Background: an optimization exercise with open tools, aiming at small area, a short achievable clock period and few clock cycles. Do not read the settings as production practice.
At most, simulation tests tie the RTL to the original design; equivalence was not proved.
No functional check of the RTL was part of runs 2, 3 and 5.
No activity file was given, so power comes from the tool's default toggle rates.

==> flow/design.v <==
module dict_expand (
    input  wire       clk,
    input  wire       rst,         
    input  wire       start,       
    output wire [1:0] status,      
    output wire [2:0] err,         
    input  wire       in_valid,
    input  wire       in_end,      
    input  wire [7:0] in_data,
    output wire       in_ready,
    output wire       out_valid,
    output wire [7:0] out_data,
    input  wire       out_ready
);
    localparam [1:0] ST_IDLE = 2'd0, ST_BUSY = 2'd1, ST_DONE = 2'd2, ST_ERROR = 2'd3;
    localparam [2:0] E_NONE = 3'd0, E_MALFORMED = 3'd2, E_INVARIANT = 3'd3,
                     E_CAPACITY = 3'd4;
    function [10:0] phase_tab;
        input [6:0] sel;           
        begin
            case (sel)
            7'd16: phase_tab = {3'd0, 8'b11111111};
            7'd24: phase_tab = {3'd0, 8'b11111000};
            7'd25: phase_tab = {3'd0, 8'b11111000};
            7'd26: phase_tab = {3'd0, 8'b11111000};
            7'd27: phase_tab = {3'd0, 8'b11111000};
            7'd28: phase_tab = {3'd0, 8'b11111000};
            7'd29: phase_tab = {3'd0, 8'b11111000};
            7'd30: phase_tab = {3'd0, 8'b11111000};
            7'd31: phase_tab = {3'd0, 8'b11111000};
            7'd32: phase_tab = {3'd0, 8'b10101010};
            7'd33: phase_tab = {3'd1, 8'b01010101};
            7'd40: phase_tab = {3'd1, 8'b01010000};
            7'd41: phase_tab = {3'd1, 8'b01010000};
            7'd42: phase_tab = {3'd1, 8'b01010000};
            7'd43: phase_tab = {3'd1, 8'b01010000};
            7'd44: phase_tab = {3'd1, 8'b01010000};
            7'd45: phase_tab = {3'd1, 8'b01010000};
            7'd46: phase_tab = {3'd1, 8'b01010000};
            7'd47: phase_tab = {3'd1, 8'b01010000};
            7'd48: phase_tab = {3'd2, 8'b00100100};
            7'd49: phase_tab = {3'd0, 8'b10010010};
            7'd50: phase_tab = {3'd1, 8'b01001001};
            7'd56: phase_tab = {3'd2, 8'b00100000};
            7'd57: phase_tab = {3'd2, 8'b00100000};
            7'd58: phase_tab = {3'd2, 8'b00100000};
            7'd59: phase_tab = {3'd2, 8'b00100000};
            7'd60: phase_tab = {3'd2, 8'b00100000};
            7'd61: phase_tab = {3'd2, 8'b00100000};
            7'd62: phase_tab = {3'd2, 8'b00100000};
            7'd63: phase_tab = {3'd2, 8'b00100000};
            7'd64: phase_tab = {3'd0, 8'b10001000};
            7'd65: phase_tab = {3'd1, 8'b01000100};
            7'd66: phase_tab = {3'd2, 8'b00100010};
            7'd67: phase_tab = {3'd3, 8'b00010001};
            7'd72: phase_tab = {3'd1, 8'b01000000};
            7'd73: phase_tab = {3'd1, 8'b01000000};
            7'd74: phase_tab = {3'd1, 8'b01000000};
            7'd75: phase_tab = {3'd1, 8'b01000000};
            7'd76: phase_tab = {3'd1, 8'b01000000};
            7'd77: phase_tab = {3'd1, 8'b01000000};
            7'd78: phase_tab = {3'd1, 8'b01000000};
            7'd79: phase_tab = {3'd1, 8'b01000000};
            7'd80: phase_tab = {3'd3, 8'b00010000};
            7'd81: phase_tab = {3'd4, 8'b00001000};
            7'd82: phase_tab = {3'd0, 8'b10000100};
            7'd83: phase_tab = {3'd1, 8'b01000010};
            7'd84: phase_tab = {3'd2, 8'b00100001};
            7'd88: phase_tab = {3'd0, 8'b10000000};
            7'd89: phase_tab = {3'd0, 8'b10000000};
            7'd90: phase_tab = {3'd0, 8'b10000000};
            7'd91: phase_tab = {3'd0, 8'b10000000};
            7'd92: phase_tab = {3'd0, 8'b10000000};
            7'd93: phase_tab = {3'd0, 8'b10000000};
            7'd94: phase_tab = {3'd0, 8'b10000000};
            7'd95: phase_tab = {3'd0, 8'b10000000};
            7'd96: phase_tab = {3'd2, 8'b00100000};
            7'd97: phase_tab = {3'd3, 8'b00010000};
            7'd98: phase_tab = {3'd4, 8'b00001000};
            7'd99: phase_tab = {3'd5, 8'b00000100};
            7'd100: phase_tab = {3'd0, 8'b10000010};
            7'd101: phase_tab = {3'd1, 8'b01000001};
            7'd104: phase_tab = {3'd5, 8'b00000000};
            7'd105: phase_tab = {3'd5, 8'b00000000};
            7'd106: phase_tab = {3'd5, 8'b00000000};
            7'd107: phase_tab = {3'd5, 8'b00000000};
            7'd108: phase_tab = {3'd5, 8'b00000000};
            7'd109: phase_tab = {3'd5, 8'b00000000};
            7'd110: phase_tab = {3'd5, 8'b00000000};
            7'd111: phase_tab = {3'd5, 8'b00000000};
            default: phase_tab = 11'd0;
            endcase
        end
    endfunction
    function [2:0] code_width;
        input [7:0] u;
        begin
            if      (u <= 8'd2)  code_width = 3'd1;
            else if (u <= 8'd4)  code_width = 3'd2;
            else if (u <= 8'd8)  code_width = 3'd3;
            else if (u <= 8'd16) code_width = 3'd4;
            else if (u <= 8'd32) code_width = 3'd5;
            else                 code_width = 3'd6;
        end
    endfunction
    function ge6;
        input [5:0] x;
        input [5:0] u;
        integer b;
        reg gt, eq;
        begin
            gt = 1'b0;
            eq = 1'b1;
            for (b = 5; b >= 0; b = b - 1) begin
                gt = gt | (eq & x[b] & ~u[b]);
                eq = eq & ~(x[b] ^ u[b]);
            end
            ge6 = gt | eq;
        end
    endfunction
    reg  [1:0] st;
    reg        em;                 
    reg  [2:0] err_r;
    reg        rdy;
    reg  [5:0] ph;
    reg  [6:0] nb;                 
    reg        lagv;               
    reg  [7:0] hdr0;               
    reg  [2:0] ulo;                
    wire [7:0] U   = {hdr0[4:0], ulo};
    wire [5:0] U6  = U[5:0];
    wire [2:0] pad = 3'd0 - hdr0[7:5];
    reg  [2:0] cw;                 
    wire [5:0] cmask = ~(6'h3f << cw);                    
    wire [7:0] vmask = 8'hff >> pad;                      
    wire busy     = (st == ST_BUSY);
    wire start_go = start & ~busy;
    wire acc      = in_valid & rdy;
    wire wr       = acc & ~in_end;
    wire endm     = acc & in_end;
    reg  [511:0] ring;
    always @(posedge clk)
        ring <= {ring[503:0], wr ? in_data : ring[511:504]};
    wire [511:0] dview;
    genvar g;
    generate
        for (g = 0; g < 64; g = g + 1) begin : g_view
            assign dview[8*g +: 8] = {ring[8*g +: 5], ring[8*((g+63)%64)+5 +: 3]};
        end
    endgenerate
    reg        q_k1;               
    reg        q_code;             
    reg        q_first;            
    reg  [7:0] q_ends;             
    reg  [2:0] q_jn;               
    reg  [1:0] q_err;              
    reg        q_pz;               
    reg        bad_acc;            
    reg  [1:0] errl;               
    reg        pzl;                
    reg  [9:0] rb;                 
    wire       r_code  = (U != 8'd0) && ({1'b0, nb} > U) && (nb[6:1] != 6'd0);
    wire       r_first = r_code & ~q_code;
    wire [10:0] ptab   = phase_tab({code_width(U), r_first, q_jn});
    wire [7:0] r_ends  = ptab[7:0] & {8{r_code}};
    wire       r_pz    = r_first && (pad == 3'd5);
    reg  [1:0] r_err;
    always @(*) begin
        if (!r_code)
            r_err = 2'd2;
        else if (r_first && pad[2:1] == 2'b11)
            r_err = 2'd3;
        else if (!r_pz && !r_ends[7 - pad])
            r_err = 2'd2;
        else
            r_err = 2'd0;
    end
    wire [15:0] cwin = ring[15:0];                        
    reg  [7:0]  ge;
    integer i;
    always @(*) begin
        for (i = 0; i < 8; i = i + 1)
            ge[i] = ge6(cwin[7-i +: 6] & cmask, U6);
    end
    wire       bad_all   = |(q_ends & ge);
    wire       bad_valid = |(q_ends & vmask & ge);
    wire       pz      = q_k1 | q_pz;
    wire [1:0] errl_c  = q_k1 ? ((U != 8'd0) ? 2'd2 : (pad == 3'd5) ? 2'd0 : 2'd3) :
                         (q_err != 2'd0) ? q_err :
                         (bad_acc | bad_valid) ? 2'd3 : 2'd0;
    wire [1:0] err_use = lagv ? errl_c : errl;
    wire       pz_use  = lagv ? pz : pzl;
    reg        einit;
    reg  [5:0] p;                  
    reg  [6:0] cur;                
    reg  [7:0] sl0, sl1, sl2, sl3;
    reg  [3:0] rv;                 
    reg  [3:0] s;                  
    reg        s2v;
    reg  [5:0] c2r;                
    reg        hv;
    reg  [7:0] head;
    reg        ov;
    reg  [7:0] w0, w1;
    always @(*) begin
        case (cur[1:0])
            2'd0:    begin w0 = sl0; w1 = sl1; end
            2'd1:    begin w0 = sl1; w1 = sl2; end
            2'd2:    begin w0 = sl2; w1 = sl3; end
            default: begin w0 = sl3; w1 = sl0; end
        endcase
    end
    wire [15:0] wwin  = {w0, w1} >> s;
    wire [5:0]  code  = wwin[5:0] & cmask;
    wire        xw    = (s <= 4'd8);                      
    wire        span  = (s < 4'd8);                       
    wire        can1  = rv[0] & (~span | rv[1]);
    wire        adv1_a = can1 & (~s2v | ~hv);
    wire        adv1_b = can1 & ov;
    wire        adv2_a = s2v & ~hv;
    wire        adv2_b = s2v & ov;
    wire        take  = ov & out_ready;
    wire        adv1  = adv1_a | (adv1_b & out_ready);
    wire        adv2  = adv2_a | (adv2_b & out_ready);
    wire        hv_n  = adv2 | (hv & ~take);
    wire        cons  = adv1 & xw;                        
    wire        z     = rv[0] & (p[1:0] == 2'd0);
    wire [3:0]  tsel  = z ? p[5:2] - 4'd1 : p[5:2];
    wire [2:0]  jt    = z ? 3'd4 : {1'b0, p[1:0]};       
    wire [7:0]  F     = dview[32*tsel +: 8];
    wire [7:0]  dlt   = {1'b0, nb} - {1'b0, cur};            
    wire        dpos  = ~dlt[7];
    wire        dhi   = |dlt[6:3];
    wire [5:0]  dgt;                                      
    assign dgt[0] = dpos & (dhi | (dlt[2:0] > 3'd0));
    assign dgt[1] = dpos & (dhi | (dlt[2:0] > 3'd1));
    assign dgt[2] = dpos & (dhi | (dlt[2:0] > 3'd2));
    assign dgt[3] = dpos & (dhi | (dlt[2:0] > 3'd3));
    assign dgt[4] = dpos & (dhi | (dlt[2:0] > 3'd4));
    assign dgt[5] = dpos & (dhi | (dlt[2:0] > 3'd5));
    reg         tav;
    always @(*) begin
        case (jt)
            3'd0:    tav = dgt[1] | (em & dgt[0]);
            3'd1:    tav = dgt[2] | (em & dgt[1]);
            3'd2:    tav = dgt[3] | (em & dgt[2]);
            3'd3:    tav = dgt[4] | (em & dgt[3]);
            default: tav = dgt[5] | (em & dgt[4]);
        endcase
    end
    wire        ld_a  = einit & tav & ~jt[2];             
    wire        ld_b  = einit & tav;                      
    wire        load  = ld_a | (ld_b & cons);
    wire [3:0]  lsel  = 4'd1 << ph[1:0];
    wire [3:0]  rv_k  = rv | ({3'd0, ld_a} << jt[1:0]);
    wire [4:0]  rv_s  = {1'b0, rv} | ({4'd0, ld_b} << jt);
    wire [3:0]  rv_n  = cons ? rv_s[4:1] : rv_k;
    wire        init_e = lagv & q_first;
    wire [5:0]  p_i   = p + 6'd1;
    wire [6:0]  cur_i = cur + 7'd1;
    wire [3:0]  s_n   = xw ? s - {1'b0, cw} + 4'd8 : s - {1'b0, cw};
    wire [5:0]  dp    = ph - 6'd1 - c2r;                  
    always @(posedge clk) begin
        if (load & lsel[0]) sl0 <= F;
        if (load & lsel[1]) sl1 <= F;
        if (load & lsel[2]) sl2 <= F;
        if (load & lsel[3]) sl3 <= F;
        if (start_go) begin
            rv    <= 4'd0;
            einit <= 1'b0;
        end else if (init_e) begin
            rv    <= 4'd0;
            einit <= 1'b1;
            p     <= 6'd1;
            cur   <= nb - 7'd1;
            s     <= 4'd0 - {1'b0, cw};
        end else begin
            rv  <= rv_n;
            p   <= cons ? p : p_i;
            cur <= cons ? cur_i : cur;
            if (adv1) s <= s_n;
        end
        if (adv1) c2r <= code;
        if (start_go)  s2v <= 1'b0;
        else if (adv1) s2v <= 1'b1;
        else if (adv2) s2v <= 1'b0;
        if (adv2) head <= dview[8*dp +: 8];
        hv <= start_go ? 1'b0 : hv_n;
    end
    wire [9:0] rb_ld = {nb - U[6:0], 3'b000} - {6'd0, pad} - 10'd11;
    wire [9:0] rb_m  = rb - {7'd0, cw};
    wire       last  = (rb == {7'd0, cw});
    wire       ok_e  = (err_use == 2'd0) & ~pz_use;
    always @(posedge clk) begin
        ph   <= start_go ? 6'd63 : ph + 6'd1;
        lagv <= wr & ~start_go;
        cw    <= code_width(U);
        if (wr && nb == 7'd0) hdr0 <= in_data;
        if (wr && nb == 7'd1) ulo  <= in_data[7:5];
        if (start_go) begin
            q_k1    <= 1'b0;
            q_code  <= 1'b0;
            q_first <= 1'b0;
            q_ends  <= 8'd0;
            q_jn    <= 3'd0;
            q_err   <= 2'd2;
            q_pz    <= 1'b0;
            bad_acc <= 1'b0;
            errl    <= 2'd2;
            pzl     <= 1'b0;
        end else if (lagv) begin
            errl    <= errl_c;
            pzl     <= pz;
            bad_acc <= bad_acc | bad_all;
            q_k1    <= (nb == 7'd1);
            q_code  <= r_code;
            q_first <= r_first;
            q_ends  <= r_ends;
            if (r_code) q_jn <= ptab[10:8];
            q_err   <= r_err;
            q_pz    <= r_pz;
        end
        if (em) begin
            if (take) rb <= rb_m;
        end else begin
            rb <= rb_ld;
        end
        if (rst) begin
            st    <= ST_IDLE;
            err_r <= E_NONE;
            rdy   <= 1'b0;
            ov    <= 1'b0;
        end else if (start_go) begin
            st    <= ST_BUSY;
            em    <= 1'b0;
            err_r <= E_NONE;
            rdy   <= 1'b1;
            nb    <= 7'd0;
            ov    <= 1'b0;
        end else if (busy && !em) begin
            if (acc)
                rdy <= ~in_end & ~nb[6];
            else
                rdy <= (ph + 6'd2 == nb[5:0]);
            if (wr) begin
                if (nb[6]) begin
                    st    <= ST_ERROR;
                    err_r <= E_CAPACITY;
                end else begin
                    nb <= nb + 7'd1;
                end
            end else if (endm) begin
                if (err_use != 2'd0) begin
                    st    <= ST_ERROR;
                    err_r <= {1'b0, err_use};
                end else if (pz_use) begin
                    st <= ST_DONE;
                end
                em   <= ok_e;
                ov   <= ok_e & hv_n;
            end
        end else if (busy) begin
            if (take && last) begin
                st <= ST_DONE;
                ov <= 1'b0;
            end else begin
                ov <= hv_n;
            end
        end else begin
            ov <= 1'b0;
        end
    end
    assign status    = st;
    assign err       = err_r;
    assign in_ready  = rdy;
    assign out_valid = ov;
    assign out_data  = head;
endmodule
==> flow/flow/run.sh <==
#!/bin/bash
# Standard layout, with repair_timing asked to overfix setup (the SDC and
# clock period are the design's; only the repair target is tighter), and
# the port buffers made of buf_4 cells.
set -euo pipefail
export SETUP_SLACK_MARGIN=9.0
export BUFFER_PORTS_ARGS="-buffer_cell sky130_fd_sc_hd__buf_4"
bash standard.sh > standard_flow.log 2>&1
==> flow/standard.sh <==
#!/bin/bash
# synth_recipe.tcl (not shown) runs the flow's synth.tcl, then flattens the netlist and writes it again
# the make line also repeats each setting of config.mk as NAME=value (left out here)
make -C /OpenROAD-flow-scripts/flow DESIGN_CONFIG=/design/flow/config.mk WORK_HOME=/design/flow/orfs CLKGATE_MAP_FILE= SYNTH_SCRIPT=/design/flow/synth_recipe.tcl "${@:-finish}"
==> flow/config.mk <==
export PLATFORM = sky130hd
export DESIGN_NAME = dict_expand
export DESIGN_NICKNAME = dict_expand
export VERILOG_FILES = /design/flow/design.v
export SDC_FILE = /design/flow/constraint.sdc
export NUM_CORES = 4
export LEC_CHECK = 0
export CAP_MARGIN = 20
export CORE_MARGIN = 2
export CORE_UTILIZATION = 40
export CTS_CLUSTER_DIAMETER = 100
export CTS_CLUSTER_SIZE = 30
export PLACE_DENSITY = 0.6
export SLEW_MARGIN = 20
==> flow/constraint.sdc <==
create_clock -name core_clock -period 12.5 [get_ports {clk}]
set_input_delay 2.5000 -clock core_clock [delete_from_list [all_inputs] [get_ports {clk}]]
set_output_delay 2.5000 -clock core_clock [all_outputs]
set_load 0.01 [all_outputs]
==> results.txt, run 1 <==
status=finished clean; pwr dens=148 nW/µm²; # IOs=29; Setup TNS=0 ns; H-tree Lvls=1; Critical R2R Capture=err_r[2]; initial antenna violation count=1; Worst Reg-to-Reg Cells=13; GR Util All Layers=0.180; register-to-register setup slack=9.10 ns; cell family with most CP delay=flip-flops; most frequent cells in the layout=548 x dfxtp_1, 202 x mux4_2, 137 x nand2_1, 95 x a21oi_1, 92 x edfxtp_1; largest cells by area after synthesis=dfxtp_1 44%, mux4_2 18%, edfxtp_1 11%, ha_1 3.4%, nand2_1 2.1%; synthesis-stage register bit count=649; Antenna Cells=0; Core Rows=92; total gr overflow=0; Rel. slew slack=0.201; syn_area_per_cell=12.9 µm²; gpl congestion=0.873; CTS max path bufs=3; area delta synth->final=10.8%; Clk Latency, worst-skew pair=0.63 ns; Mapped Cells=1984; Root Buffer=clkbuf_16; dpl cells=2766; Worst Hold Launch=ring[83]; cts bufs inserted=26; met1 GRT Util=0.257; post-place instance area=26700 µm²; Hold/Removal Path Class=reg2reg; Netlist Area Pre-Place=25600 µm²; CP Data Required Time=10.00 ns; Max Clock Skew=0.0198 ns; CTS tree=done; area leader, netlist=dfxtp_1; crit path DAT=1.30 ns; DRC Markers=0; minimum clock period=3.80 ns; GR Util met3=0.0193; number of global-route vias before repair=16193; max incr delay on CP=0.51 ns; Buffers on Ports=28; clk sinks=649; Worst-Margin Slew=1.20 ns; commonest non-fill, non-tap cell in the layout=dfxtp_1; post-DP HPWL=39.4 mm; CP Buf/Inv Count=1; Reg-to-Reg Start=cw[1]; largest net degree at the start of global routing=52; post-synth net total=2073; worst path cell trace=buf_6; Clock Pin Slew Worst Setup and Hold Paths=0.11 ns; critical path class=reg2out; post-synthesis sequential area ratio=0.543; worst-path maximum fanout=1; Placeable Area=63200 µm²; Via density=5.66; wire length of the first global-routing pass=94.5 mm; total die area=66100 µm²; max-slew violation count=0; crit path from=head[4]; Syn. warnings=1; Hold EP=ring[91]; Peak VDD IR=0.137 mV; Die Y=257 µm; number of setup violations in the final report=0; Hold-fix buffers, CTS=0; max frequency=0.263 GHz; Crit-path slowest cell=edfxtp_1; DIE WIDTH=257 µm; TritonRoute pass-1 iters=6; share of cells above drive strength 1=0.210; Setup crit end kind=primary output; RSZ-0062 raised after global routing=yes; Post-synth top flop=dfxtp_1; Synth top area share=0.435; post-route cell area=28400 µm²; Post-Route WL=60.6 mm; max-cap violations=0; Initial Util=0.405; vias=16200; Fin. Hold Viols=0; Finished Layout Cells=2861; Min-Delay Path Depth=0; number of synthesized flops with an enable pin=92; Tcrit/Tclk final=0.304; LEAKAGE=10.4 nW; Final ANT Viol Nets=0; met2 Resource Use GR=0.295; Power, Total=4.20 mW; grt peak-use layer=met2; Avg WL per Cell=21.2 µm; nets=2090; startpoint types=flop; Starting DRT DRC Count=1196; post-synthesis cell type count=86; fraction of registers with async set/reset=0
-- area by class of cell --
type,count,area (µm²)
repair buffers,98,1030
fillers,5609,34800
flip-flops and latches,649,13900
multi-input cells,1157,11300
well taps,846,1060
clock inverters,7,109
inverters,69,274
clock buffers,35,684
-- cells by family after synthesis --
logic type / after synthesis / synth area share
flip-flops: 649 / 0.543
AND/OR/NAND/NOR: 436 / 0.0835
AO/OA/AOI/OAI: 331 / 0.0880
multiplexers: 245 / 0.195
buffers and inverters: 178 / 0.0281
adder cells (fa/ha/maj): 79 / 0.0400
XOR/XNOR: 66 / 0.0226
-- state kept, by name, summed over array words and instances, names as in the netlist, 7 cells and up --
signal	cells
ring	512
head	8
q_ends	8
cur	7
hdr0	8
nb	7
sl0	8
sl2	8
sl1	8
sl3	8
rb	10
-- stage by stage --
step / hold WS, ns / setup WS [ns] / utilization
3_3_place_gp: 0.327 / 7.66 / 0.423
4_1_cts: 0.341 / 8.68 / 0.443
3_5_place_dp: 0.332 / 7.59 / 0.423
5_1_grt: 0.348 / 8.67 / 0.449
6_report: 0.342 / 8.70 / 0.449
2_1_floorplan: 0.326 / 8.69 / -
-- timing repair --
action                                  CTS  global route
buffers inserted                         16            32
gates cloned                              3             2
pin swaps                                 4             5
gates resized for setup                  57            24
endpoints found under the setup margin  110            97
-- worst max path at each step --
| stage | endpoint | depth (start not counted) |
|---|---|---|
| floorplan | sl0[0] | 7 |
| global placement | head[6] | 10 |
| detailed placement | head[0] | 10 |
| CTS | out_data[4] | 1 |
| global route | out_data[7] | 1 |
| finish | out_data[4] | 1 |
-- per-layer routing --
layer	part of all wire	routed length [µm]
met1	0.47	28300
met2	0.47	28300
met3	0.045	2750
met5	0	0
met4	0.021	1250
-- synth_stat cells (30+ instances only) --
library cell / n
nor3_1: 33
mux2i_1: 41
nor2_1: 93
mux4_2: 202
a21oi_1: 98
edfxtp_1: 92
nor2b_1: 30
xnor2_1: 44
nand2_1: 140
clkbuf_1: 68
o21ai_0: 53
ha_1: 69
dfxtp_1: 557
nand3_1: 30
inv_1: 62
-- worst reg2reg max path, delay by kind of cell (launching register included) --
family                     cells  cell delay [ns]
and+or+nand+nor                1             0.06
buffers and inverters          3             0.51
adders and majority gates      3             0.85
DFF                            1             0.34
AOI/OAI and AO/OA              6             1.52
-- power by group --
part           leakage (nW)  internal, mW  switching, mW  total, mW
combinational          4.66         0.404          0.507      0.911
clock                 0.381         0.421          0.644       1.07
sequential             5.37          2.18         0.0525       2.23
Testbench counts, summed over its fixed seeds: cycles 30,599.
==> inputs of run 2 (changes only) <==
--- a/flow/design.v
+++ b/flow/design.v
@@ -199,7 +199,8 @@
     reg        s2v;
     reg  [5:0] c2r;                
     reg        hv;
-    reg  [7:0] head;
+    reg  [7:0] head;               
+    reg  [7:0] hcopy;              
     reg        ov;
     reg  [7:0] w0, w1;
     always @(*) begin
@@ -284,7 +285,8 @@
         if (start_go)  s2v <= 1'b0;
         else if (adv1) s2v <= 1'b1;
         else if (adv2) s2v <= 1'b0;
-        if (adv2) head <= dview[8*dp +: 8];
+        if (adv2) hcopy <= dview[8*dp +: 8];
+        head <= (adv2 | ~hv) ? dview[8*dp +: 8] : hcopy;
         hv <= start_go ? 1'b0 : hv_n;
     end
     wire [9:0] rb_ld = {nb - U[6:0], 3'b000} - {6'd0, pad} - 10'd11;
@@ -302,7 +304,6 @@
             q_code  <= 1'b0;
             q_first <= 1'b0;
             q_ends  <= 8'd0;
-            q_jn    <= 3'd0;
             q_err   <= 2'd2;
             q_pz    <= 1'b0;
             bad_acc <= 1'b0;
==> run 2 against run 1 <==
  * Area after synthesis grew 0.69%
  * Clock power is essentially flat
  * Wire length grew 1.2%
  * Design area grew 1.7%
  * Sequential share of layout area shrank 0.063 points
  * Via count shrank 0.23%
  * Final cell count grew 0.38%
  * Non-clock buffer count grew 16
  * Total power grew 5.2%
  * Fmax grew 4.8%
  * Critical path type unchanged
==> results.txt, run 2 <==
Seq pwr share=0.518 (-0.012); startpoint types=flop; met2 Resource Use GR=0.299 (+0.00466); CTS tree=done; grt peak-use layer=met2; Crit-path slowest cell=dfxtp_4; nets=2096 (+0.29%); area delta synth->final=11.9%; Setup crit end kind=primary output; cell family with most CP delay=flip-flops; Antenna Cells=0 (unchanged); number of global-route vias before repair=16085 (-0.67%); Clk network pwr share=0.241 (-0.012); H-tree Lvls=1 (unchanged); cts bufs inserted=27 (+3.8%); largest net degree at the start of global routing=47 (-9.6%); GR Util All Layers=0.182 (+0.00245); Clk Latency, worst-skew pair=0.61 ns (-0.02 ns); vias=16163 (-0.23%); DIE WIDTH=258 µm (+0.34%); syn_area_per_cell=13.0 µm² (+0.94%); post-synthesis sequential area ratio=0.547 (+0.00366); total internal power=3.12 mW (+3.9%); Mapped Cells=1979 (-0.25%); CP Data Required Time=10.00 ns (about the same); largest cells by area after synthesis=dfxtp_1 44%, mux4_2 18%, edfxtp_1 11%, ha_1 3.3%, a21oi_1 2.1%; worst path cell trace=buf_6; LEAKAGE=10.6 nW (+2.2%); most frequent cells in the layout=545 x dfxtp_1, 203 x mux4_2, 116 x nand2_1, 98 x a21oi_1, 95 x edfxtp_1; number of setup violations in the final report=0 (unchanged); Avg WL per Cell=21.4 µm (+0.82%); post-synthesis cell type count=88 (+2.3%); Buffers on Ports=28 (unchanged); Comb power frac=0.241 (+0.024); max frequency=0.276 GHz (+4.8%); Clock Pin Slew Worst Setup and Hold Paths=0.11 ns (about the same); Setup TNS=0 ns (unchanged); Tcrit/Tclk final=0.290 (-0.0138); Worst-Margin Slew=1.10 ns (-0.102 ns); Largest regs=ring x512, rb x10; Via density=5.63 (-0.61%); gpl congestion=0.884 (+1.3%); GR Util met3=0.0206 (+0.00131); Post-synth top flop=dfxtp_1; max-cap violations=0 (unchanged); crit path DAT=1.12 ns (-0.18 ns); RSZ-0062 raised after global routing=yes; Post-Route WL=61.3 mm (+1.2%); critical path class=reg2out; share of cells above drive strength 1=0.236 (+0.0261); Rel. slew slack=0.269 (+0.0684); Hold/Removal Path Class=reg2reg; Placeable Area=64100 µm² (+1.5%); Die Y=258 µm (+0.34%); Largest Register=ring; Syn. warnings=1 (unchanged); total gr overflow=0 (unchanged); synthesis-stage register bit count=657 (+1.2%); Core Rows=93 (+1.1%); post-route cell area=28900 µm² (+1.7%); most common cell in the netlist=dfxtp_1; Netlist Area Pre-Place=25800 µm² (+0.69%); Synth top area share=0.436 (+0.000903); Final ANT Viol Nets=0 (unchanged); commonest non-fill, non-tap cell in the layout=dfxtp_1; TritonRoute pass-1 iters=7 (+1); Max Clock Skew=0.0235 ns (+0.00365 ns); CTS max path bufs=3 (unchanged); number of synthesized flops with an enable pin=95 (+3.3%); met1 GRT Util=0.259 (+0.00214); CP Buf/Inv Count=1 (unchanged); Filler Cell Count=5700 (+1.6%); Peak VDD IR=0.118 mV (-14%); post-DP HPWL=40.0 mm (+1.5%); status=finished clean; pwr dens=153 nW/µm² (+3.4%); most frequent cells after synthesis=562 x dfxtp_1, 203 x mux4_2, 119 x nand2_1; post-synth net total=2068 (-0.24%); Root Buffer=clkbuf_16; Starting DRT DRC Count=1497 (+25%); Sw Ratio=0.295 (+0.00821); clk sinks=657 (+1.2%); initial antenna violation count=0 (-1); max incr delay on CP=0.41 ns (-0.10 ns); Hold-fix buffers, CTS=0 (unchanged); DRC Markers=0 (unchanged); post-place instance area=26800 µm² (+0.44%); wire length of the first global-routing pass=95.5 mm (+1.1%); Sw Pwr=1.30 mW (+8.2%); # IOs=29 (unchanged); Initial Util=0.402 (-0.00306); total die area=66500 µm² (+0.68%); area leader, netlist=dfxtp_1; worst-path maximum fanout=1 (unchanged); max-slew violation count=0 (unchanged); fraction of registers with async set/reset=0 (unchanged); number of flip-flops under the largest register name=512 (unchanged); minimum clock period=3.62 ns (-0.172 ns); Fin. Hold Viols=0 (unchanged)
==> run 2: changes by cell type in the layout (fill, tap and decap cells not counted), moves of 6 or more <==
cell	before	now
nand2_1	137	116
a211oi_1	27	13
a211oi_2	1	10
and3_1	11	19
buf_12	1	9
buf_4	68	75
dfxtp_4	3	10
mux2i_1	40	33
a21o_1	11	17
a21oi_2	4	10
nand3_1	30	36
nor2b_1	28	22
==> run 2: kinds of logic after synthesis <==
family | count (synthesis) | synth area share
multiplexers | 247 | 0.195
buffers and inverters | 182 | 0.0297
adder cells (fa/ha/maj) | 79 | 0.0397
flip-flops | 657 | 0.547
AND/OR/NAND/NOR | 426 | 0.0828
AO/OA/AOI/OAI | 321 | 0.0832
XOR/XNOR | 67 | 0.0228
==> run 2: through the flow <==
stage               std cells  setup slack [ns]  utilization  total power [mW]  hold slack (ns)
floorplan                1979              8.68            -              2.91            0.326
global placement         2764              7.89        0.419              3.21            0.327
detailed placement       2764              7.87        0.419              3.22            0.332
CTS                      2844              8.85        0.443              4.42            0.338
global route             2872              8.83        0.450              4.60            0.345
finish                   2872              8.88        0.450              4.42            0.338
==> run 2: cell type report <==
type | count | area, µm² | share of cell area
sequential | 657 | 14100 | 0.490
multi-input combinational | 1140 | 11300 | 0.393
timing repair buffer | 114 | 1250 | 0.0433
tap | 855 | 1070 | 0.0371
clock buffer | 32 | 694 | 0.0241
inverter | 67 | 268 | 0.00928
clock inverter | 7 | 90.1 | 0.00312
==> run 2: power by group through the flow <==
stage / logic [mW] / registers [mW] / clock network, mW
global placement: 0.887 / 2.33 / 0
finish: 1.06 / 2.29 / 1.07
floorplan: 0.610 / 2.30 / 0
CTS: 1.03 / 2.29 / 1.09
detailed placement: 0.890 / 2.33 / 0
global route: 1.13 / 2.30 / 1.17
==> run 2: what timing repair did <==
| action | CTS | global route |
|---|---|---|
| pin swaps | 12 | 12 |
| cloned | 4 | 2 |
| setup endpoints to repair | 132 | 103 |
| resized for setup | 100 | 43 |
| setup buffers | 37 | 26 |
==> run 2: final timing paths <==
path                                from          end  slack (ns)  depth (start not counted)
worst max-delay path             head[3]  out_data[3]        8.88                          1
worst min-delay path            ring[39]     ring[47]        0.34                          0
worst max register to register    c2r[0]      head[0]        9.02                         13
worst min register to register  ring[39]     ring[47]        0.34                          0
==> run 2: metal layers <==
layer	wire [µm]	share of wire	up-vias
met5	0	0	-
met3	2950	0.048	71
li1	-	-	7402
met1	28200	0.46	8278
met4	1120	0.018	0
met2	29100	0.47	412
==> inputs of run 3 (changes only) <==
--- a/flow/config.mk
+++ b/flow/config.mk
@@ -9,6 +9,6 @@
 export CORE_MARGIN = 2
 export CORE_UTILIZATION = 40
 export CTS_CLUSTER_DIAMETER = 100
-export CTS_CLUSTER_SIZE = 30
+export CTS_CLUSTER_SIZE = 25
 export PLACE_DENSITY = 0.6
 export SLEW_MARGIN = 20
==> run 3 against run 2 <==
  * Still clean
  * Non-clock buffer count down 6
  * Final cell count about the same
  * Die area unchanged
  * Design area up 0.39%
  * Combinational power about the same
  * Sequential power about the same
  * Register-to-register slack about the same
  * Clock power up 6%
  * Utilization up 0.18 points
  * Worst hold slack worse by 0.0093 ns
  * Critical endpoint unchanged
==> results.txt, run 3 <==
max frequency=0.276 GHz (about the same); clk sinks=657 (unchanged); area delta synth->final=12.4%; Filler Cell Count=5671 (-0.51%); LEAKAGE=10.7 nW (+0.23%); DRC Markers=0 (unchanged); post-synthesis sequential area ratio=0.547 (unchanged); post-synth net total=2068 (unchanged); fraction of registers with async set/reset=0 (unchanged); # IOs=29 (unchanged); CTS tree=done; Largest regs=ring x512, rb x10; number of flip-flops under the largest register name=512 (unchanged); Netlist Area Pre-Place=25800 µm² (unchanged); max-slew violation count=0 (unchanged); Post-Route WL=61.5 mm (+0.25%); DIE WIDTH=258 µm (unchanged); Die Y=258 µm (unchanged); Final ANT Viol Nets=0 (unchanged); wire length of the first global-routing pass=95.5 mm (about the same); number of setup violations in the final report=0 (unchanged); Via density=5.62 (-0.13%); Finished Layout Cells=2870 (-0.070%); startpoint types=flop; synthesis-stage register bit count=657 (unchanged); Buffers on Ports=28 (unchanged); post-synthesis cell type count=88 (unchanged); Setup TNS=0 ns (unchanged); number of synthesized flops with an enable pin=95 (unchanged); most common cell in the netlist=dfxtp_1; Hold-fix buffers, CTS=0 (unchanged); total die area=66500 µm² (unchanged); nets=2094 (-0.095%); Starting DRT DRC Count=1317 (-12%); Setup crit end kind=primary output; syn_area_per_cell=13.0 µm² (unchanged); Max Clock Skew=0.0248 ns (+0.00130 ns); Core Rows=93 (unchanged); most frequent cells after synthesis=562 x dfxtp_1, 203 x mux4_2, 119 x nand2_1; Largest Register=ring; Syn. warnings=1 (unchanged); status=finished clean; post-DP HPWL=40.0 mm (unchanged); Root Buffer=clkbuf_16; worst-path maximum fanout=1 (unchanged); Antenna Cells=0 (unchanged); Hold/Removal Path Class=reg2reg; dpl cells=2764 (unchanged); RSZ-0062 raised after global routing=yes; TritonRoute pass-1 iters=9 (+2); most frequent cells in the layout=545 x dfxtp_1, 203 x mux4_2, 115 x nand2_1, 98 x a21oi_1, 95 x edfxtp_1; critical path class=reg2out; cts bufs inserted=31 (+15%); Rel. slew slack=0.306 (+0.0373); Synth top area share=0.436 (unchanged); post-layout util=0.452 (+0.00176); Clk Latency, worst-skew pair=0.62 ns (about the same); Clock Pin Slew Worst Setup and Hold Paths=0.10 ns (about the same); vias=16131 (-0.20%); number of global-route vias before repair=16090 (+0.031%); share of cells above drive strength 1=0.236 (-0.000262); largest cells by area after synthesis=dfxtp_1 44%, mux4_2 18%, edfxtp_1 11%, ha_1 3.3%, a21oi_1 2.1%; commonest non-fill, non-tap cell in the layout=dfxtp_1; max-cap violations=0 (unchanged); post-route worst setup slack=8.87 ns (-0.00325 ns); initial antenna violation count=0 (unchanged); gpl congestion=0.884 (unchanged); Worst-Margin Slew=1.04 ns (-0.0559 ns); area taken by multi-input logic gates=11400 µm² (+0.14%); Tcrit/Tclk final=0.290 (about the same); hold slack=0.329 ns (-0.00930 ns); total gr overflow=0 (unchanged); pre-CTS WS=7.87 ns (unchanged); GR Util All Layers=0.182 (-0.000417); CTS max path bufs=3 (unchanged); H-tree Lvls=1 (unchanged); Placeable Area=64100 µm² (unchanged); Initial Util=0.402 (unchanged); Crit-path slowest cell=dfxtp_4; register area=14200 µm² (about the same); max incr delay on CP=0.40 ns (about the same); CP Data Required Time=10.00 ns (about the same); area leader, netlist=dfxtp_1; pwr dens=155 nW/µm² (+1.4%); Fin. Hold Viols=0 (unchanged); CP Buf/Inv Count=1 (unchanged); Mapped Cells=1979 (unchanged); worst path cell trace=buf_6; Post-synth top flop=dfxtp_1; largest net degree at the start of global routing=47 (unchanged); cell family with most CP delay=flip-flops; crit path DAT=1.13 ns (about the same); Peak VDD IR=0.120 mV (+1.5%); minimum clock period=3.63 ns (+0.00325 ns); Avg WL per Cell=21.4 µm (+0.32%)
-- run 3: cell counts after synthesis --
No cell type changed its count.
-- run 3: kinds of logic (layout without fill, tap and decap cells) --
group / after synthesis / in the layout / synth area share
flip-flops: 657 / 657 / 0.547
AO/OA/AOI/OAI: 321 / 321 / 0.0832
buffers and inverters: 182 / 218 / 0.0297
XOR/XNOR: 67 / 67 / 0.0228
multiplexers: 247 / 247 / 0.195
adder cells (fa/ha/maj): 79 / 79 / 0.0397
AND/OR/NAND/NOR: 426 / 426 / 0.0828
-- run 3: timing repair --
action,CTS,global route
endpoints found under the setup margin,126,103
setup buffers,37,17
gates resized for setup,100,53
pin swaps,12,16
gates cloned,4,5
-- run 3: area by class of cell --
type | count | share of cell area
flip-flops and latches | 657 | 0.488
multi-input cells | 1140 | 0.392
clock inverters | 4 | 0.00250
repair buffers | 108 | 0.0431
inverters | 67 | 0.00924
well taps | 855 | 0.0369
clock buffers | 39 | 0.0278
-- run 3: per-stage QoR --
step / area [µm²] / power [mW]
6_report: 29000 / 4.50
5_1_grt: 29000 / 4.68
4_1_cts: 28500 / 4.48
3_5_place_dp: 26800 / 3.22
3_3_place_gp: 26800 / 3.21
2_1_floorplan: 25900 / 2.91
-- run 3: worst paths after layout --
check | endpoint | from | depth (start not counted) | slack (ns)
max | out_data[3] | head[3] | 1 | 8.87
min | ring[511] | ring[503] | 0 | 0.33
max reg2reg | head[2] | c2r[0] | 12 | 9.03
min reg2reg | ring[511] | ring[503] | 0 | 0.33
-- run 3: power breakdown --
part	internal [mW]	switching, mW	leakage, nW	total, mW
clock network	0.465	0.662	0.424	1.13
registers	2.22	0.0726	5.43	2.29
logic	0.502	0.581	4.80	1.08
total	3.18	1.32	10.7	4.50
-- run 3: per-layer routing --
layer / global-route usage / share of wire / up-vias
li1: - / - / 7401
met1: 0.259 / 0.46 / 8251
met2: 0.300 / 0.48 / 411
met3: 0.0201 / 0.048 / 68
met4: 0.0384 / 0.018 / 0
met5: 0 / 0 / -
==> inputs of run 4 (changes only) <==
--- a/flow/design.v
+++ b/flow/design.v
@@ -304,6 +304,7 @@
             q_code  <= 1'b0;
             q_first <= 1'b0;
             q_ends  <= 8'd0;
+            q_jn    <= 3'd0;
             q_err   <= 2'd2;
             q_pz    <= 1'b0;
             bad_acc <= 1'b0;
--- a/flow/config.mk
+++ b/flow/config.mk
@@ -9,6 +9,6 @@
 export CORE_MARGIN = 2
 export CORE_UTILIZATION = 40
 export CTS_CLUSTER_DIAMETER = 100
-export CTS_CLUSTER_SIZE = 25
+export CTS_CLUSTER_SIZE = 30
 export PLACE_DENSITY = 0.6
 export SLEW_MARGIN = 20
==> run 4 against run 3 <==
  * Combinational power up 7%
  * Clock power down 7%
  * Non-clock buffer count up 20
  * Worst hold slack better by 0.0073 ns
  * Critical path type unchanged
  * Largest cell class unchanged
  * Highest routed layer unchanged
==> results.txt, run 4 <==
register area=14100 µm² (-0.19%); CP Data Required Time=10.00 ns (about the same); Root Buffer=clkbuf_16; initial antenna violation count=1 (+1); status=finished clean; total gr overflow=0 (unchanged); met1 GRT Util=0.266 (+0.00692); max-slew violation count=0 (unchanged); number of setup violations in the final report=0 (unchanged); Crit-path slowest cell=dfxtp_4; Worst Reg-to-Reg Cells=13 (+1); area delta synth->final=13.5%; worst-path maximum fanout=2 (+1); # IOs=29 (unchanged); register-to-register setup slack=8.95 ns (-0.08 ns); Worst Hold Launch=ring[300]; Antenna Cells=0 (unchanged); RSZ-0062 raised after global routing=yes; post-synthesis cell type count=86 (-2.3%); crit path DAT=1.12 ns (about the same); CTS max path bufs=3 (unchanged); area taken by multi-input logic gates=11600 µm² (+2.3%); vias=16523 (+2.4%); Fin. Hold Viols=0 (unchanged); WP depth=1 (unchanged); GR Util met3=0.0201 (-0.0000709); post-DP HPWL=41.0 mm (+2.5%); max-cap violations=0 (unchanged); fraction of registers with async set/reset=0 (unchanged); most frequent cells after synthesis=565 x dfxtp_1, 203 x mux4_2, 122 x nand2_1; clk sinks=657 (unchanged); Die Y=258 µm (+0.13%); cell family with most CP delay=flip-flops; startpoint types=flop; met2 Resource Use GR=0.312 (+0.0119); Largest regs=ring x512, rb x10; Clk Latency, worst-skew pair=0.62 ns (about the same); CP Buf/Inv Count=1 (unchanged); Netlist Area Pre-Place=25900 µm² (+0.27%); Setup TNS=0 ns (unchanged); critical path class=reg2out; Post-Route WL=65.1 mm (+5.9%); syn_area_per_cell=13.0 µm² (-0.33%); crit path from=st[1]; Avg WL per Cell=22.4 µm (+4.5%); Via density=5.68 (+1.1%); Filler Cell Count=5671 (unchanged); grt peak-use layer=met2; cts bufs inserted=26 (-16%); area leader, netlist=dfxtp_1; DRC Markers=0 (unchanged); TritonRoute pass-1 iters=5 (-4); Largest Register=ring; synthesis-stage register bit count=657 (unchanged); max frequency=0.276 GHz (+0.14%); Syn. warnings=1 (unchanged); Setup crit end kind=primary output; Starting DRT DRC Count=1646 (+25%); Worst-Margin Slew=0.764 ns (-0.275 ns); DIE WIDTH=258 µm (+0.13%); Tcrit/Tclk final=0.290 (-0.000414); most frequent cells in the layout=546 x dfxtp_1, 203 x mux4_2, 118 x nand2_1, 92 x edfxtp_1, 90 x a21oi_1; Hold/Removal Path Class=reg2reg; pwr dens=153 nW/µm² (-1.4%); number of flip-flops under the largest register name=512 (unchanged); Setup crit end=status[1]; Synth top area share=0.437 (+0.00114); Core Rows=93 (unchanged); number of synthesized flops with an enable pin=92 (-3.2%); nets=2127 (+1.6%); Rel. slew slack=0.490 (+0.184); Finished Layout Cells=2908 (+1.3%); share of cells above drive strength 1=0.241 (+0.00440); max incr delay on CP=0.39 ns (about the same); Final ANT Viol Nets=0 (unchanged); number of global-route vias before repair=16395 (+1.9%); largest cells by area after synthesis=dfxtp_1 44%, mux4_2 18%, edfxtp_1 11%, ha_1 3.3%, a21oi_1 1.9%; minimum clock period=3.62 ns (-0.00518 ns); total die area=66700 µm² (+0.27%); LEAKAGE=10.8 nW (+1.7%); Buffers on Ports=28 (unchanged); gpl congestion=0.856 (-3.1%); CTS tree=done; H-tree Lvls=1 (unchanged); Initial Util=0.403 (about the same); Critical R2R Capture=head[4]; Clock Pin Slew Worst Setup and Hold Paths=0.12 ns (+0.02 ns); dpl cells=2783 (+0.69%); Peak VDD IR=0.142 mV (+18%); worst path cell trace=buf_6; largest net degree at the start of global routing=50 (+6.4%); Reg-to-Reg Start=c2r[0]; Mapped Cells=1991 (+0.61%); commonest non-fill, non-tap cell in the layout=dfxtp_1; most common cell in the netlist=dfxtp_1; Post-synth top flop=dfxtp_1; post-synthesis sequential area ratio=0.544 (-0.00264); post-synth net total=2080 (+0.58%); Placeable Area=64200 µm² (+0.18%); Max Clock Skew=0.0219 ns (-0.00284 ns); wire length of the first global-routing pass=97.9 mm (+2.5%); GR Util All Layers=0.187 (+0.00496)
==> run 4: how the worst min path moves through the flow <==
stage | endpoint | slack (ns) | cells after the start
2_1_floorplan | ring[109] | 0.33 | 0
3_3_place_gp | ring[109] | 0.33 | 0
3_5_place_dp | ring[177] | 0.33 | 0
4_1_cts | ring[308] | 0.34 | 0
5_1_grt | ring[116] | 0.34 | 0
6_report | ring[308] | 0.34 | 0
==> run 4: layout make-up <==
| cell class | count | area share |
|---|---|---|
| flip-flops and latches | 657 | 0.481 |
| clock inverters | 5 | 0.00252 |
| inverters | 65 | 0.00899 |
| multi-input cells | 1160 | 0.396 |
| clock buffers | 38 | 0.0237 |
| repair buffers | 128 | 0.0512 |
| well taps | 855 | 0.0364 |
==> run 4: per-stage QoR <==
step / setup slack (ns) / power (mW) / area (µm²) / hold WS (ns) / utilization
finish: 8.88 / 4.50 / 29400 / 0.336 / 0.457
detailed placement: 7.50 / 3.24 / 27000 / 0.331 / 0.420
global route: 8.83 / 4.68 / 29400 / 0.342 / 0.457
global placement: 7.58 / 3.23 / 27000 / 0.328 / 0.420
CTS: 8.82 / 4.41 / 28500 / 0.341 / 0.443
floorplan: 8.64 / 2.93 / 26000 / 0.326 / -
==> run 4: cells by family after synthesis <==
kind of cell    share of synthesized area
simple gates                       0.0829
xor+xnor                           0.0220
compound gates                     0.0897
buf+inv                            0.0280
mux                                 0.194
fa+ha+maj                          0.0392
flops                               0.544
==> run 4: repair_timing <==
action	4_1_cts	5_1_grt
cloned	5	9
resized for setup	87	87
hold buffers	0	0
hold endpoints to repair	0	0
buffers inserted	32	36
pin swaps	9	24
setup endpoints to repair	128	99
==> run 4: report_power, final <==
group	switching, mW	internal (mW)
registers	0.0692	2.22
clock network	0.644	0.402
logic	0.621	0.542
total	1.33	3.16
==> run 4: per-layer routing <==
layer | wire [µm] | share of wire
met1 | 29700 | 0.46
met2 | 31200 | 0.48
met3 | 3320 | 0.051
met4 | 927 | 0.014
met5 | 0 | 0
Testbench counts of run 4, summed over its fixed seeds: cycles 30,599.
==> inputs of run 5 (changes only) <==
--- a/flow/design.v
+++ b/flow/design.v
@@ -304,7 +304,6 @@
             q_code  <= 1'b0;
             q_first <= 1'b0;
             q_ends  <= 8'd0;
-            q_jn    <= 3'd0;
             q_err   <= 2'd2;
             q_pz    <= 1'b0;
             bad_acc <= 1'b0;
==> flow/flow/run.sh (replaced) <==
#!/bin/bash
# Standard layout, with repair_timing asked to overfix setup (the SDC and
# clock period are the design's; only the repair target is tighter), and
# the port buffers made of buf_4 cells.
set -euo pipefail
export SETUP_SLACK_MARGIN=8.8
export BUFFER_PORTS_ARGS="-buffer_cell sky130_fd_sc_hd__buf_4"
bash standard.sh > standard_flow.log 2>&1
==> run 5 against run 4 <==
  * Still clean
  * Fmax is 0.89% lower
  * Via count is 3.7% lower
  * First-iteration DRC count is 9.1% lower
  * Synthesized cell count is 0.60% lower
  * Design area is 3.9% lower
  * Final cell count is 2.2% lower
  * Worst hold slack hardly changed
  * Count of clock-buffer cells in the layout is 4 lower
==> results.txt, run 5 <==
worst-path maximum fanout=1 (-1); max incr delay on CP=0.40 ns (about the same); most common cell in the netlist=dfxtp_1; Setup TNS=0 ns (unchanged); max-cap violations=0 (unchanged); grt peak-use layer=met2; synthesis-stage register bit count=657 (unchanged); Post-synth top flop=dfxtp_1; total gr overflow=0 (unchanged); Fin. Hold Viols=0 (unchanged); Netlist Area Pre-Place=25800 µm² (-0.27%); critical path class=reg2out; Rel. slew slack=0.367 (-0.124); number of synthesized flops with an enable pin=95 (+3.3%); Root Buffer=clkbuf_16; dpl cells=2765 (-0.65%); H-tree Lvls=1 (unchanged); post-layout util=0.440 (-0.0171); Avg WL per Cell=21.3 µm (-4.8%); Clock Pin Slew Worst Setup and Hold Paths=0.11 ns (about the same); Hold-fix buffers, CTS=0 (unchanged); GR Util met3=0.0182 (-0.00189); met1 GRT Util=0.262 (-0.00347); crit path DAT=1.16 ns (+0.04 ns); # IOs=29 (unchanged); syn_area_per_cell=13.0 µm² (+0.33%); clk sinks=657 (unchanged); Peak VDD IR=0.166 mV (+17%); most frequent cells in the layout=550 x dfxtp_1, 203 x mux4_2, 117 x nand2_1, 106 x a21oi_1, 95 x edfxtp_1; Via density=5.59 (-1.5%); number of global-route vias before repair=16180 (-1.3%); largest cells by area after synthesis=dfxtp_1 44%, mux4_2 18%, edfxtp_1 11%, ha_1 3.3%, a21oi_1 2.1%; pwr dens=152 nW/µm² (-0.69%); post-place instance area=26800 µm² (-0.57%); fraction of registers with async set/reset=0 (unchanged); DRC Markers=0 (unchanged); Reg-to-Reg Start=cw[0]; Syn. warnings=1 (unchanged); CTS max path bufs=3 (unchanged); Largest regs=ring x512, rb x10; startpoint types=flop; CTS tree=done; DIE WIDTH=258 µm (-0.13%); Die Y=258 µm (-0.13%); cts bufs inserted=26 (unchanged); CP Data Required Time=10.00 ns (about the same); total die area=66500 µm² (-0.27%); Worst-Margin Slew=0.946 ns (+0.182 ns); Mapped Cells=1979 (-0.60%); minimum clock period=3.66 ns (+0.0326 ns); Worst Hold Launch=ring[108]; area delta synth->final=9.36%; Max Clock Skew=0.0219 ns (-0.0000146 ns); cell family with most CP delay=flip-flops; Post-Route WL=60.6 mm (-6.9%); status=finished clean; Final ANT Viol Nets=0 (unchanged); commonest non-fill, non-tap cell in the layout=dfxtp_1; Hold/Removal Path Class=reg2reg; Starting DRT DRC Count=1497 (-9.1%); post-synth net total=2068 (-0.58%); WP depth=1 (unchanged); vias=15909 (-3.7%); CP Buf/Inv Count=1 (unchanged); Initial Util=0.402 (about the same); crit path from=head[6]; largest net degree at the start of global routing=65 (+30%); post-synthesis sequential area ratio=0.547 (+0.00264); Buffers on Ports=28 (unchanged); worst path cell trace=buf_4; share of cells above drive strength 1=0.206 (-0.0350); most frequent cells after synthesis=562 x dfxtp_1, 203 x mux4_2, 119 x nand2_1; Min-Delay Path Depth=0 (unchanged); number of flip-flops under the largest register name=512 (unchanged); LEAKAGE=10.4 nW (-4.3%); wire length of the first global-routing pass=95.9 mm (-2.1%); Finished Layout Cells=2844 (-2.2%); post-DP HPWL=40.2 mm (-2.1%); met2 Resource Use GR=0.300 (-0.0117); Filler Cell Count=5723 (+0.92%); Clk Latency, worst-skew pair=0.62 ns (about the same); number of setup violations in the final report=0 (unchanged); initial antenna violation count=0 (-1); post-route cell area=28200 µm² (-3.9%); Core Rows=93 (unchanged); TritonRoute pass-1 iters=7 (+2); Placeable Area=64100 µm² (-0.18%); nets=2066 (-2.9%); Synth top area share=0.436 (-0.00114); Largest Register=ring; Worst Reg-to-Reg Cells=11 (-2); gpl congestion=0.867 (+1.3%); RSZ-0062 raised after global routing=no; hold slack=0.336 ns (-0.000270 ns); area leader, netlist=dfxtp_1; max-slew violation count=0 (unchanged); max frequency=0.274 GHz (-0.89%); GR Util All Layers=0.182 (-0.00443); Crit-path slowest cell=dfxtp_2; Tcrit/Tclk final=0.292 (+0.00261); Setup crit end kind=primary output; post-synthesis cell type count=88 (+2.3%); Antenna Cells=0 (unchanged)
[run 5: path summary, 6_finish.rpt]
check / to / slack (ns)
hold reg to reg: ring[116] / 0.34
setup reg to reg: err_r[1] / 8.88
hold / removal: ring[116] / 0.34
setup / recovery: out_data[6] / 8.84
[run 5: report_power, final]
| part | total (mW) | internal [mW] | switching [mW] |
|---|---|---|---|
| registers | 2.28 | 2.21 | 0.0666 |
| clock network | 1.06 | 0.413 | 0.645 |
| logic | 0.951 | 0.414 | 0.537 |
| total | 4.29 | 3.04 | 1.25 |
[run 5: cells by family (layout without fill, tap and decap cells)]
family,after synthesis,after routing,synth area share
AOI/OAI and AO/OA,321,321,0.0832
muxes,247,247,0.195
DFF,657,657,0.547
adders and majority gates,79,79,0.0397
xor gates and xnor gates,67,67,0.0228
and+or+nand+nor,426,426,0.0828
buffers and inverters,182,192,0.0297
[run 5: through the flow]
| step | setup slack [ns] | total power, mW |
|---|---|---|
| after floorplan | 8.68 | 2.91 |
| after global placement | 7.51 | 3.21 |
| after detailed placement | 7.44 | 3.22 |
| after CTS | 8.75 | 4.31 |
| after global routing | 8.79 | 4.47 |
| final | 8.84 | 4.29 |
[run 5: final cells by class]
cell class,instances,area (µm²),area share
timing repair buffer,85,788,0.0280
multi-input combinational,1140,11200,0.396
sequential,657,14100,0.501
clock inverter,6,67.6,0.00240
clock buffer,34,712,0.0252
inverter,67,264,0.00936
tap,855,1070,0.0379
[run 5: routing by layer]
metal | vias to the layer above | routed length (µm)
met3 | 59 | 2820
met4 | 0 | 1010
met5 | - | 0
met2 | 406 | 28700
met1 | 8103 | 28000
li1 | 7341 | -
[run 5: what timing repair did]
| action | CTS | global route |
|---|---|---|
| setup endpoints to repair | 80 | 87 |
| cloned | 0 | 1 |
| gates resized for setup | 39 | 21 |
| setup buffers | 9 | 29 |
| pin swaps | 3 | 4 |
| endpoints found under the hold margin | 0 | 0 |
==> inputs of run 6 (changes only) <==
--- a/flow/design.v
+++ b/flow/design.v
@@ -158,7 +158,7 @@
     reg        bad_acc;            
     reg  [1:0] errl;               
     reg        pzl;                
-    reg  [9:0] rb;                 
+    reg  [8:0] rb;                 
     wire       r_code  = (U != 8'd0) && ({1'b0, nb} > U) && (nb[6:1] != 6'd0);
     wire       r_first = r_code & ~q_code;
     wire [10:0] ptab   = phase_tab({code_width(U), r_first, q_jn});
@@ -191,7 +191,6 @@
     wire [1:0] err_use = lagv ? errl_c : errl;
     wire       pz_use  = lagv ? pz : pzl;
     reg        einit;
-    reg  [5:0] p;                  
     reg  [6:0] cur;                
     reg  [7:0] sl0, sl1, sl2, sl3;
     reg  [3:0] rv;                 
@@ -199,8 +198,7 @@
     reg        s2v;
     reg  [5:0] c2r;                
     reg        hv;
-    reg  [7:0] head;               
-    reg  [7:0] hcopy;              
+    reg  [7:0] head;
     reg        ov;
     reg  [7:0] w0, w1;
     always @(*) begin
@@ -225,12 +223,13 @@
     wire        adv2  = adv2_a | (adv2_b & out_ready);
     wire        hv_n  = adv2 | (hv & ~take);
     wire        cons  = adv1 & xw;                        
+    wire [5:0]  p     = ph - cur[5:0];                    
     wire        z     = rv[0] & (p[1:0] == 2'd0);
     wire [3:0]  tsel  = z ? p[5:2] - 4'd1 : p[5:2];
     wire [2:0]  jt    = z ? 3'd4 : {1'b0, p[1:0]};       
     wire [7:0]  F     = dview[32*tsel +: 8];
-    wire [7:0]  dlt   = {1'b0, nb} - {1'b0, cur};            
-    wire        dpos  = ~dlt[7];
+    wire [6:0]  dlt   = nb - cur;                         
+    wire        dpos  = 1'b1;
     wire        dhi   = |dlt[6:3];
     wire [5:0]  dgt;                                      
     assign dgt[0] = dpos & (dhi | (dlt[2:0] > 3'd0));
@@ -257,7 +256,6 @@
     wire [4:0]  rv_s  = {1'b0, rv} | ({4'd0, ld_b} << jt);
     wire [3:0]  rv_n  = cons ? rv_s[4:1] : rv_k;
     wire        init_e = lagv & q_first;
-    wire [5:0]  p_i   = p + 6'd1;
     wire [6:0]  cur_i = cur + 7'd1;
     wire [3:0]  s_n   = xw ? s - {1'b0, cw} + 4'd8 : s - {1'b0, cw};
     wire [5:0]  dp    = ph - 6'd1 - c2r;                  
@@ -272,12 +270,10 @@
         end else if (init_e) begin
             rv    <= 4'd0;
             einit <= 1'b1;
-            p     <= 6'd1;
             cur   <= nb - 7'd1;
             s     <= 4'd0 - {1'b0, cw};
         end else begin
             rv  <= rv_n;
-            p   <= cons ? p : p_i;
             cur <= cons ? cur_i : cur;
             if (adv1) s <= s_n;
         end
@@ -285,13 +281,12 @@
         if (start_go)  s2v <= 1'b0;
         else if (adv1) s2v <= 1'b1;
         else if (adv2) s2v <= 1'b0;
-        if (adv2) hcopy <= dview[8*dp +: 8];
-        head <= (adv2 | ~hv) ? dview[8*dp +: 8] : hcopy;
+        if (adv2) head <= dview[8*dp +: 8];
         hv <= start_go ? 1'b0 : hv_n;
     end
-    wire [9:0] rb_ld = {nb - U[6:0], 3'b000} - {6'd0, pad} - 10'd11;
-    wire [9:0] rb_m  = rb - {7'd0, cw};
-    wire       last  = (rb == {7'd0, cw});
+    wire [8:0] rb_ld = {nb[5:0] - U[5:0], 3'b000} - {6'd0, pad} - 9'd11;
+    wire [8:0] rb_m  = rb - {6'd0, cw};
+    wire       last  = (rb == {6'd0, cw});
     wire       ok_e  = (err_use == 2'd0) & ~pz_use;
     always @(posedge clk) begin
         ph   <= start_go ? 6'd63 : ph + 6'd1;
==> flow/flow/run.sh (replaced) <==
#!/bin/bash
# Standard layout, with repair_timing asked to overfix setup (the SDC and
# clock period are the design's; only the repair target is tighter), and
# the port buffers made of buf_4 cells.
set -euo pipefail
export SETUP_SLACK_MARGIN=9.0
export BUFFER_PORTS_ARGS="-buffer_cell sky130_fd_sc_hd__buf_4"
bash standard.sh > standard_flow.log 2>&1
==> run 6 against run 5 <==
  * Area after synthesis is 2.9% lower
  * Clock skew is 0.0025 ns higher
  * Synthesized cell count is 2.6% lower
  * Die area is 2.9% lower
  * Global-route usage is 0.40 points higher
  * Wire length is 0.65% lower
  * Still clean on timing, DRC and antenna
  * Via count is 1.2% lower
  * Combinational power is 28% higher
  * Register-to-register slack better by 0.20 ns
  * First-iteration DRC count is 6.9% higher
  * Fmax is 3.8% lower
==> results.txt, run 6 <==
dpl cells=2700 (-2.4%); number of synthesized flops with an enable pin=88 (-7.4%); post-synthesis sequential area ratio=0.549 (+0.00158); Seq pwr share=0.487 (-0.045); syn_area_per_cell=13.0 µm² (-0.29%); Starting DRT DRC Count=1600 (+6.9%); wire length of the first global-routing pass=93.4 mm (-2.5%); Largest regs=ring x512, rb x9; largest cells by area after synthesis=dfxtp_1 44%, mux4_2 18%, edfxtp_1 11%, ha_1 3.3%, a21oi_1 2.2%; minimum clock period=3.80 ns (+0.145 ns); most common cell in the netlist=dfxtp_1; Post-synth top flop=dfxtp_1; Largest Register=ring; startpoint types=flop; Core Rows=91 (-2.2%); largest net degree at the start of global routing=49 (-25%); Rel. slew slack=0.282 (-0.0847); H-tree Lvls=1 (unchanged); CTS tree=done; Finished Layout Cells=2823 (-0.74%); Comb power frac=0.271 (+0.049); CP Buf/Inv Count=1 (unchanged); CP Data Required Time=10.00 ns (about the same); Crit-path slowest cell=edfxtp_1; clk sinks=642 (-2.3%); Die Y=254 µm (-1.4%); status=finished clean; vias=15712 (-1.2%); share of cells above drive strength 1=0.229 (+0.0231); number of setup violations in the final report=0 (unchanged); Fin. Hold Viols=0 (unchanged); Buffers on Ports=28 (unchanged); Syn. warnings=1 (unchanged); number of global-route vias before repair=15852 (-2.0%); cell family with most CP delay=flip-flops; # IOs=29 (unchanged); number of flip-flops under the largest register name=512 (unchanged); max-cap violations=0 (unchanged); LEAKAGE=10.4 nW (+0.32%); most frequent cells after synthesis=554 x dfxtp_1, 202 x mux4_2, 125 x nand2_1; max frequency=0.263 GHz (-3.8%); post-DP HPWL=38.1 mm (-5.3%); worst path cell trace=buf_6; Max Clock Skew=0.0244 ns (+0.00248 ns); total internal power=3.13 mW (+2.9%); Post-Route WL=60.2 mm (-0.65%); gpl congestion=0.868 (about the same); Final ANT Viol Nets=0 (unchanged); TritonRoute pass-1 iters=6 (-1); post-synth net total=2014 (-2.6%); Clock Pin Slew Worst Setup and Hold Paths=0.11 ns (about the same); fraction of registers with async set/reset=0 (unchanged); max incr delay on CP=0.50 ns (+0.10 ns); commonest non-fill, non-tap cell in the layout=dfxtp_1; RSZ-0062 raised after global routing=yes; CTS max path bufs=3 (unchanged); Clk network pwr share=0.242 (-0.005); Hold/Removal Path Class=reg2reg; crit path DAT=1.30 ns (+0.14 ns); pwr dens=159 nW/µm² (+4.6%); total die area=64600 µm² (-2.9%); post-synthesis cell type count=82 (-6.8%); initial antenna violation count=1 (+1); DRC Markers=0 (unchanged); total gr overflow=0 (unchanged); Via density=5.57 (-0.50%); synthesis-stage register bit count=642 (-2.3%); cts bufs inserted=27 (+3.8%); nets=2057 (-0.44%); Peak VDD IR=0.178 mV (+7.3%); Setup TNS=0 ns (unchanged); GR Util All Layers=0.186 (+0.00400); Avg WL per Cell=21.3 µm (about the same); Placeable Area=61800 µm² (-3.6%); Root Buffer=clkbuf_16; Filler Cell Count=5461 (-4.6%); Hold-fix buffers, CTS=0 (unchanged); most frequent cells in the layout=544 x dfxtp_1, 202 x mux4_2, 122 x nand2_1, 105 x a21oi_1, 91 x nor2_1; Sw Ratio=0.304 (+0.0129); DIE WIDTH=254 µm (-1.4%); Setup crit end kind=primary output; Netlist Area Pre-Place=25000 µm² (-2.9%); worst-path maximum fanout=1 (unchanged); Initial Util=0.405 (+0.00277); Mapped Cells=1927 (-2.6%); Synth top area share=0.443 (+0.00666); area leader, netlist=dfxtp_1; Sw Pwr=1.37 mW (+9.5%); Worst-Margin Slew=1.07 ns (+0.122 ns); max-slew violation count=0 (unchanged); area delta synth->final=12.9%; Clk Latency, worst-skew pair=0.63 ns (about the same); critical path class=reg2out; Tcrit/Tclk final=0.304 (+0.0116)
## run 6: cell count changes after synthesis, moves of 6 or more
cell,previous run,this run
dfxtp_1,562,554
nand3_1,37,23
nand2_1,119,125
o31ai_1,9,3
nand2b_1,19,11
buf_2,26,12
mux2_2,9,1
buf_1,6,19
o21ai_0,56,50
or2_2,2,8
edfxtp_1,95,88
## run 6: per-stage QoR
| step | total power, mW | worst slack (ns) | utilization | hold slack [ns] | cell area (µm²) |
|---|---|---|---|---|---|
| 2_1_floorplan | 2.91 | 8.86 | - | 0.326 | 25200 |
| 3_3_place_gp | 3.21 | 7.62 | 0.424 | 0.328 | 26200 |
| 6_report | 4.50 | 8.70 | 0.457 | 0.344 | 28300 |
| 3_5_place_dp | 3.22 | 7.59 | 0.424 | 0.332 | 26200 |
| 4_1_cts | 4.50 | 8.67 | 0.450 | 0.338 | 27800 |
| 5_1_grt | 4.67 | 8.69 | 0.457 | 0.347 | 28300 |
## run 6: layout make-up
type / instances / area [µm²] / area share
Multi-Input combinational cell: 1111 / 11100 / 0.393
Antenna cell: 1 / 2.50 / 0.0000885
Clock inverter: 8 / 119 / 0.00420
Sequential cell: 642 / 13800 / 0.487
Clock buffer: 36 / 709 / 0.0251
Timing Repair Buffer: 122 / 1270 / 0.0451
Tap cell: 837 / 1050 / 0.0370
Inverter: 66 / 260 / 0.00921
## run 6: power groups by stage
stage | Sequential [mW] | Clock, mW | Combinational [mW]
after floorplan | 2.22 | 0 | 0.691
final | 2.19 | 1.09 | 1.22
after global routing | 2.20 | 1.19 | 1.29
after global placement | 2.24 | 0 | 0.978
after detailed placement | 2.24 | 0 | 0.985
after CTS | 2.19 | 1.12 | 1.19
## run 6: final timing paths
check	to	slack (ns)	cells after the start	startpoint
hold / removal	ring[430]	0.34	0	ring[422]
setup / recovery	out_data[3]	8.70	1	head[3]
hold reg to reg	ring[430]	0.34	0	ring[422]
setup reg to reg	q_err[1]	9.08	11	ulo[0]
## run 6: what timing repair did
action | CTS | global route
gates resized for setup | 66 | 41
pin swaps | 7 | 11
hold endpoints to repair | 0 | 0
setup buffers | 44 | 27
cloned | 5 | 2
endpoints found under the setup margin | 108 | 103
## run 6: logic make-up (layout without fill, tap and decap cells)
logic type,count (synthesis),in the layout,synth area share
compound gates,327,327,0.0877
xor+xnor,66,66,0.0231
fa+ha+maj,76,76,0.0398
buf+inv,174,232,0.0273
flops,642,642,0.549
mux,238,238,0.196
other cells,0,1,0
simple gates,404,404,0.0775
## run 6: routing by layer
metal	vias up	global-route usage	routed length, µm
met3	85	0.0209	2630
met1	7941	0.266	27800
met4	0	0.0497	1640
met5	-	0	0
met2	403	0.302	28200
li1	7283	-	-
Testbench counts of run 6, summed over its fixed seeds: cycles 30,599.

[afterwards: timing with drivers on the ports]
In the flow no input, the clock included, has a driving cell. The finished layouts below were timed again as built, in two steps.
Step 1 sets driving cells, clkbuf_16 on the clock port and buf_2 on the other inputs (assumed; they add their load-dependent delay and slew).
Step 2, shift: input delay + t, output delay - t, t = (earliest + latest rising clock arrival at the registers) / 2. This alone moves slack from input paths to output paths.
a / b / c = ideal ports / drivers / drivers and shift; a / b = the first two.
run | t, ns | setup slack, ns | worst hold slack (ns) | clock arrival spread, ns
run 1 | 0.675 | 8.703 / 8.645 / 8.448 | 0.342 / 0.342 / 0.342 | 0.021 / 0.021
run 2 | 0.669 | 8.875 / 8.807 / 8.413 | 0.338 / 0.338 / 0.338 | 0.024 / 0.024
run 3 | 0.674 | 8.872 / 8.811 / 8.419 | 0.329 / 0.329 / 0.329 | 0.039 / 0.039
run 4 | 0.661 | 8.877 / 8.817 / 8.411 | 0.336 / 0.336 / 0.336 | 0.035 / 0.035
run 5 | 0.673 | 8.844 / 8.779 / 8.210 | 0.336 / 0.336 / 0.336 | 0.028 / 0.027
run 6 | 0.678 | 8.699 / 8.639 / 8.519 | 0.344 / 0.344 / 0.344 | 0.025 / 0.025
After both steps every run listed still meets setup and hold. The setup slack of run 5, which loses most, moves by -0.065 ns with the drivers and by -0.634 ns with both steps.
